Context: an optimization exercise on an open-source flow, tuned for small area, a short achievable clock period and few clock cycles. The choices shown serve that exercise and are no tape-out recipe.
In this exercise RTL edits were held to simulation tests only and were not proved equivalent to the original.
Power and IR drop assume default switching activity.

**design/flow/run.sh**
```bash
#!/bin/bash
# synth_recipe.tcl (not shown) runs the flow's synth.tcl, then flattens the netlist and writes it again
# the make line also repeats each setting of config.mk as NAME=value (left out here)
make -C /OpenROAD-flow-scripts/flow DESIGN_CONFIG=/design/flow/config.mk WORK_HOME=/design/flow/orfs CLKGATE_MAP_FILE= SYNTH_SCRIPT=/design/flow/synth_recipe.tcl finish
```
**design/flow/config.mk**
```make
export PLATFORM = sky130hd
export DESIGN_NAME = cpu4
export DESIGN_NICKNAME = cpu4
export VERILOG_FILES = /design/flow/design.v
export SDC_FILE = /design/flow/constraint.sdc
export NUM_CORES = 4
export LEC_CHECK = 0
export CAP_MARGIN = 20
export CORE_MARGIN = 2
export CORE_UTILIZATION = 40
export SLEW_MARGIN = 20
```
**design/flow/constraint.sdc**
```tcl
create_clock -name core_clock -period 5.0 [get_ports {clk}]
set_input_delay 1.0000 -clock core_clock [delete_from_list [all_inputs] [get_ports {clk}]]
set_output_delay 1.0000 -clock core_clock [all_outputs]
set_load 0.01 [all_outputs]
```
**design/flow/design.v**
```verilog
module cpu4 (
    input  wire       clk,
    input  wire       rst,         
    output wire [7:0] rom_addr,
    input  wire [7:0] rom_data,
    input  wire       img_we,
    input  wire [3:0] img_addr,
    input  wire [3:0] img_data,
    input  wire       in_valid,
    input  wire [3:0] in_data,
    input  wire [3:0] sw_toggle,
    output wire       out_valid,
    output wire [3:0] out_data,
    output wire [3:0] led,
    output wire [3:0] sw,
    output wire       waiting,
    output wire       halted
);
    localparam [1:0] S_FETCH = 2'd0,
                     S_EXEC  = 2'd1,
                     S_WAIT  = 2'd2,
                     S_HALT  = 2'd3;
    localparam [3:0] OP_NOP  = 4'h0, OP_LDA  = 4'h1, OP_LDI = 4'h2, OP_STA = 4'h3,
                     OP_ADD  = 4'h4, OP_SUB  = 4'h5, OP_AND = 4'h6, OP_OR  = 4'h7,
                     OP_XOR  = 4'h8, OP_LDAI = 4'h9, OP_STAI = 4'hA, OP_JMP = 4'hB,
                     OP_JZ   = 4'hC, OP_JC   = 4'hD, OP_CALL = 4'hE, OP_EXT = 4'hF;
    localparam [3:0] X_HLT = 4'h0, X_RST = 4'h1, X_OUT = 4'h2, X_NOT = 4'h3,
                     X_PUSH = 4'h4, X_POP = 4'h5, X_RET = 4'h6;
    reg  [1:0] state;
    reg  [7:0] pc;
    reg  [7:0] ir;
    reg  [3:0] acc;
    reg        zf, cf;
    reg  [4:0] sp;            
    reg  [3:0] ram   [0:15];
    reg  [7:0] stack [0:15];  
    reg  [3:0] led_r;
    reg  [3:0] sw_r;
    wire [3:0] op = ir[7:4];
    wire [3:0] n  = ir[3:0];
    wire [3:0] ram_n    = ram[n];
    wire [3:0] ram_ind  = ram[ram_n];
    wire [4:0] sum      = {1'b0, acc} + {1'b0, ram_n};
    wire [4:0] diff     = {1'b0, acc} - {1'b0, ram_n};
    wire [7:0] pc_inc   = pc + 8'd1;
    wire       sp_full  = (sp == 5'd16);
    wire       sp_empty = (sp == 5'd0);
    wire [3:0] sp_idx   = sp[3:0];
    wire [3:0] sp_dec   = sp[3:0] - 4'd1;
    integer i;
    always @(posedge clk) begin
        if (rst) begin
            state <= S_FETCH;
            pc    <= 8'd0;
            acc   <= 4'd0;
            zf    <= 1'b0;
            cf    <= 1'b0;
            sp    <= 5'd0;
            led_r <= 4'd0;
            for (i = 0; i < 16; i = i + 1)
                ram[i] <= 4'd0;
        end else begin
            case (state)
            S_FETCH: begin
                if (img_we) begin
                    ram[img_addr] <= img_data;
                end else begin
                    ir    <= rom_data;
                    pc    <= pc_inc;
                    state <= S_EXEC;
                end
            end
            S_EXEC: begin
                state <= S_FETCH;
                case (op)
                OP_NOP: ;
                OP_LDA: begin
                    if (n == 4'd14) begin
                        state <= S_WAIT;
                    end else begin
                        acc <= ram_n;
                        zf  <= (ram_n == 4'd0);
                    end
                end
                OP_LDI: begin
                    acc <= n;
                    zf  <= (n == 4'd0);
                end
                OP_STA: begin
                    ram[n] <= acc;
                    if (n == 4'd15)
                        led_r <= acc;
                end
                OP_ADD: begin
                    acc <= sum[3:0];
                    cf  <= sum[4];
                    zf  <= (sum[3:0] == 4'd0);
                end
                OP_SUB: begin
                    acc <= diff[3:0];
                    cf  <= diff[4];
                    zf  <= (diff[3:0] == 4'd0);
                end
                OP_AND: begin
                    acc <= acc & ram_n;
                    zf  <= ((acc & ram_n) == 4'd0);
                end
                OP_OR: begin
                    acc <= acc | ram_n;
                    zf  <= ((acc | ram_n) == 4'd0);
                end
                OP_XOR: begin
                    acc <= acc ^ ram_n;
                    zf  <= ((acc ^ ram_n) == 4'd0);
                end
                OP_LDAI: begin
                    acc <= ram_ind;
                    zf  <= (ram_ind == 4'd0);
                end
                OP_STAI: begin
                    ram[ram_n] <= acc;
                end
                OP_JMP: begin
                    pc <= rom_data;
                end
                OP_JZ: begin
                    pc <= zf ? rom_data : pc_inc;
                end
                OP_JC: begin
                    pc <= cf ? rom_data : pc_inc;
                end
                OP_CALL: begin
                    if (!sp_full) begin
                        stack[sp_idx] <= pc_inc;
                        sp <= sp + 5'd1;
                    end
                    pc <= rom_data;
                end
                OP_EXT: begin
                    case (n)
                    X_HLT: state <= S_HALT;
                    X_RST: begin
                        pc    <= 8'd0;
                        acc   <= 4'd0;
                        zf    <= 1'b0;
                        cf    <= 1'b0;
                        sp    <= 5'd0;
                        led_r <= 4'd0;
                        for (i = 0; i < 16; i = i + 1)
                            ram[i] <= 4'd0;
                    end
                    X_OUT: ;  
                    X_NOT: begin
                        acc <= ~acc;
                        zf  <= (acc == 4'hF);
                    end
                    X_PUSH: begin
                        if (!sp_full) begin
                            stack[sp_idx] <= {4'd0, acc};
                            sp <= sp + 5'd1;
                        end
                    end
                    X_POP: begin
                        if (!sp_empty) begin
                            acc <= stack[sp_dec][3:0];
                            sp  <= sp - 5'd1;
                        end
                    end
                    X_RET: begin
                        if (!sp_empty) begin
                            pc <= stack[sp_dec];
                            sp <= sp - 5'd1;
                        end
                    end
                    default: ;  
                    endcase
                end
                default: ;
                endcase
            end
            S_WAIT: begin
                if (in_valid) begin
                    acc     <= in_data;
                    ram[14] <= in_data;
                    zf      <= (in_data == 4'd0);
                    state   <= S_FETCH;
                end
            end
            default: ;  
            endcase
        end
    end
    always @(posedge clk) begin
        if (rst)
            sw_r <= 4'd0;
        else
            sw_r <= sw_r ^ sw_toggle;
    end
    assign rom_addr  = pc;
    assign out_valid = (state == S_EXEC) && (ir == 8'hF2);
    assign out_data  = acc;
    assign led       = led_r;
    assign sw        = sw_r;
    assign waiting   = (state == S_WAIT);
    assign halted    = (state == S_HALT);
endmodule
```
==> flow_summary.json <==
{
  "outcome": "no timing/DRC/antenna violations",
  "yosysWarningCount": 1,
  "hold_buffer_count_at_cts": 0,
  "detail_route.wl_per_cell_um": 22.54,
  "synthesis.area_per_instance_um2": 12.21,
  "final_antenna_net_count": 0,
  "area.sequential_um2": 6668,
  "period_needed_ns": 4.187,
  "rows": 64,
  "gp_routability_congestion": 0.8985,
  "crit_top_cell": "sky130_fd_sc_hd__o21ai_0",
  "timing_max_transition_violations_final": 0,
  "power.density_cell_area_nw_per_um2": 357.8,
  "io_buffer_count": 50,
  "max_slew.worst_pin.slew_ns": 0.9577,
  "fillCellCount": 2733,
  "route.detailed.drc": 0,
  "io_pins": 51,
  "irDropWorstVdd_v": 0.0003327,
  "dominantRegCellSynth": "sky130_fd_sc_hd__edfxtp_1",
  "max_slew_margin_pct": 35.84,
  "setup_repair_after_global_routing_missed_its_margin": "no",
  "syn_area_um2": 12260,
  "worst-path-max-fanout": 14,
  "criticalPathCategory": "register to register",
  "pre_cts_slack_ns": 0.8056,
  "synthCells": 1004,
  "clock_insertion_delay_worst_skew_ns": 0.55,
  "starting_density_of_the_core_pct": 40.39,
  "die_w_um": 179.1,
  "worst-endpoint-required_ns": 5.45,
  "multi_input_area_um2": 5214,
  "critical_path.n_buffers_inverters": 1,
  "standard_cell_with_the_maximum_stage_delay_on_the_critical_path": "sky130_fd_sc_hd__dfxtp_1",
  "final_cell_area_um2": 14050,
  "via_per_inst": 5.851,
  "master_cell_of_the_clock_root_buffer": "sky130_fd_sc_hd__clkbuf_16",
  "critical_path_arrival_ns": 4.63,
  "postCtsSetupRepairBufs": 0,
  "leading_cell_type_in_the_layout_fill_and_taps_excluded": "sky130_fd_sc_hd__edfxtp_1",
  "drt_iter0_drc": 845,
  "worstSetupStartpointType": "register",
  "r2r-end": "zf",
  "final-setup-viol-count": 0,
  "layout.nets": 1103,
  "cts-buffers-inserted": 26,
  "post_dp_cell_area_um2": 13150,
  "synth_enable_flop_cells": 200,
  "final_core_utilization_pct": 46.31,
  "report.final.hold_viol_count": 0,
  "netlist_top_cells_area": "sky130_fd_sc_hd__edfxtp_1, sky130_fd_sc_hd__mux4_2, sky130_fd_sc_hd__dfxtp_1",
  "static-leakage-power_nw": 4.881,
  "detailed_place_hpwl_um": 22970,
  "tritoncts": "yes",
  "worstHoldEndpoint": "sw_r[0]",
  "grt_overflow_total": 0,
  "hold_path_class": "register to register",
  "grt_start_max_net_pins": 40,
  "synthArstFlopShare_pct": 0,
  "cp_top_family": "multiplexers",
  "synthesis.nets": 1056,
  "power_mw": 5.029,
  "worst_path_largest_cell_delay_ns": 0.78,
  "r2r.worst_path.cells": 11,
  "ctsHtreeMaxLevel": 1,
  "drt-pass1-iter-count": 5,
  "totalWireLength_um": 33060,
  "post_route_cells_drive_above_1_share_pct": 14.29,
  "finalCritPeriodShare_pct": 83.74,
  "clock_sink_count": 233,
  "ctsResizeCount": 0,
  "num_antenna_cells": 0,
  "drv_cap": 0,
  "vias": 8584,
  "worst-r2r-setup-slack_ns": 0.81,
  "antenna_violations_before_repair": 0,
  "path_cells": "mux4_1, mux4_2, inv_1, ha_1, xor2_1, or4b_2, o21ai_0, nor3_1, nor2_1, o21ai_0, o31ai_2",
  "dieHeight_um": 179.1,
  "setup_slack_ns": 0.8128,
  "clkTransAtPathRegs_ns": 0.06,
  "wire_length_of_the_first_global_routing_pass_um": 50270,
  "totalNegativeSetupSlack_ns": 0,
  "grtUsageTotal_pct": 20.75,
  "floorplan.core_area_um2": 30350,
  "hp-start": "sw_r[0]",
  "timing.clock.skew_ns": 0.02686,
  "yosys_top_cell_area_share_pct": 48.99,
  "register_area_share_after_synthesis_pct": 54.38,
  "synth.distinct_cells": 80,
  "clock_path_buffers": 3,
  "worst_hold_path_cells": 2,
  "end_kind": "register",
  "layout.cells.most_common_list": "sky130_fd_sc_hd__edfxtp_1, sky130_fd_sc_hd__nor2_1, sky130_fd_sc_hd__nand2_1",
  "die-area_um2": 32060,
  "max_freq_mhz": 238.8,
  "first_global_vias": 8398,
  "synth.ff_latch_count": 233,
  "post-synth-top-area-cell": "sky130_fd_sc_hd__edfxtp_1",
  "areaGrowthSynthToFinish_pct": 14.65
}
cell families (layout without fill, tap and decap cells):
| kind of cell | count (synthesis) | after routing | share of synthesized area, % |
|---|---|---|---|
| AOI/OAI and AO/OA | 177 | 177 | 9.798 |
| buffers and inverters | 81 | 148 | 3.399 |
| and+or+nand+nor | 355 | 355 | 13.53 |
| adders and majority gates | 24 | 24 | 2.572 |
| DFF | 233 | 233 | 54.38 |
| muxes | 117 | 117 | 15.11 |
| xor gates and xnor gates | 17 | 17 | 1.215 |
final cells by class:
class	instances	area share [%]
inverters	26	0.7300
flip-flops and latches	233	47.44
multi-input cells	690	37.10
clock buffers	39	5.475
clock inverters	9	0.8012
repair buffers	74	4.932
well taps	396	3.525
cell usage after synthesis, drive strengths merged (3+ instances only):
master / number
mux2: 19
a21oi: 38
a32oi: 4
a211oi: 11
nor2: 140
nand2: 86
o2111ai: 3
mux4: 51
a311oi: 4
nor3: 18
or2: 5
xnor2: 12
ha: 22
nand2b: 23
or3: 4
nand3: 18
and2: 6
a31oi: 6
o21ai: 40
nor2b: 22
and3: 6
edfxtp: 200
a21boi: 3
a221oi: 3
o31ai: 3
nor4b: 3
nor3b: 5
a22oi: 12
clkbuf: 36
nand3b: 3
dfxtp: 33
mux2i: 47
inv: 26
nor4: 6
nand4: 3
o22ai: 12
or3b: 3
a2111oi: 3
buf: 19
o211ai: 9
xor2: 5
o32ai: 3
layer usage:
layer	wire length [um]	part of all wire, %	up-vias	track usage [%]
met5	0	0	-	0
met4	837	2.5	0	5.759
met3	2473	7.5	49	3.308
met2	15530	47	336	32.90
met1	14220	43	4296	29.56
li1	-	-	3903	-
through the flow:
stage / std cells / hold WS, ns
global route: 1467 / 0.5479
global placement: 1418 / 0.4883
detailed placement: 1418 / 0.4994
floorplan: 1004 / 0.4648
finish: 1467 / 0.5170
CTS: 1466 / 0.5120
worst max-delay path by stage:
stage / depth (start not counted) / startpoint / slack [ns] / to
after floorplan: 17 / sp[0] / 0.69 / pc[7]
after detailed placement: 9 / rst / 0.81 / ram[0][2]
after global routing: 13 / register / 0.58 / zf
final: 11 / register / 0.81 / zf
after global placement: 11 / register / 0.86 / zf
after CTS: 11 / register / 0.82 / zf
tightest hold or removal path, delay by kind of cell (launching register included):
kind / cells / cell delay (ns)
XOR/XNOR: 1 / 0.07
flip-flops: 1 / 0.35
AND/OR/NAND/NOR: 1 / 0.07
report_power, final:
part | switching, mW | internal (mW)
combinational | 0.509 | 0.339
sequential | 0.0879 | 2.18
clock | 0.783 | 1.13
total | 1.38 | 3.65
registers in the layout (all words and copies together), names as in the netlist, named ones only:
signal  cells
ir          8
cf          1
sp          5
pc          8
stack     128
zf          1
led_r       4
ram        64
sw_r        4
state       2
acc         4
Testbench counts, summed over its fixed seeds: cycles 217,480.

## separate check: timing with driven ports
How much do the figures lean on ideal ports? The routed layout below was timed once more, with nothing changed but the port constraints. Step 1: set_driving_cell puts a clkbuf_16 on clk and a buf_2 on each other input, an assumption about the parent block. Step 2, shift: input delay + t, output delay - t, t = (earliest + latest rising clock arrival at the registers) / 2. This alone moves slack from input paths to output paths. a / b / c = ideal ports / drivers / drivers and shift; a / b = the first two.
t (ns): 0.587
slack for setup (ns): 0.813 / 0.813 / 0.759
worst register clock-pin slew, ns: 0.07 / 0.07
worst data-port slew with drivers (ns): 0.04
pins driven straight from the clock port: 1
After both steps setup and hold are still met in this run. The setup slack of this run moves by 0.000 ns with the drivers and by -0.054 ns with both steps.
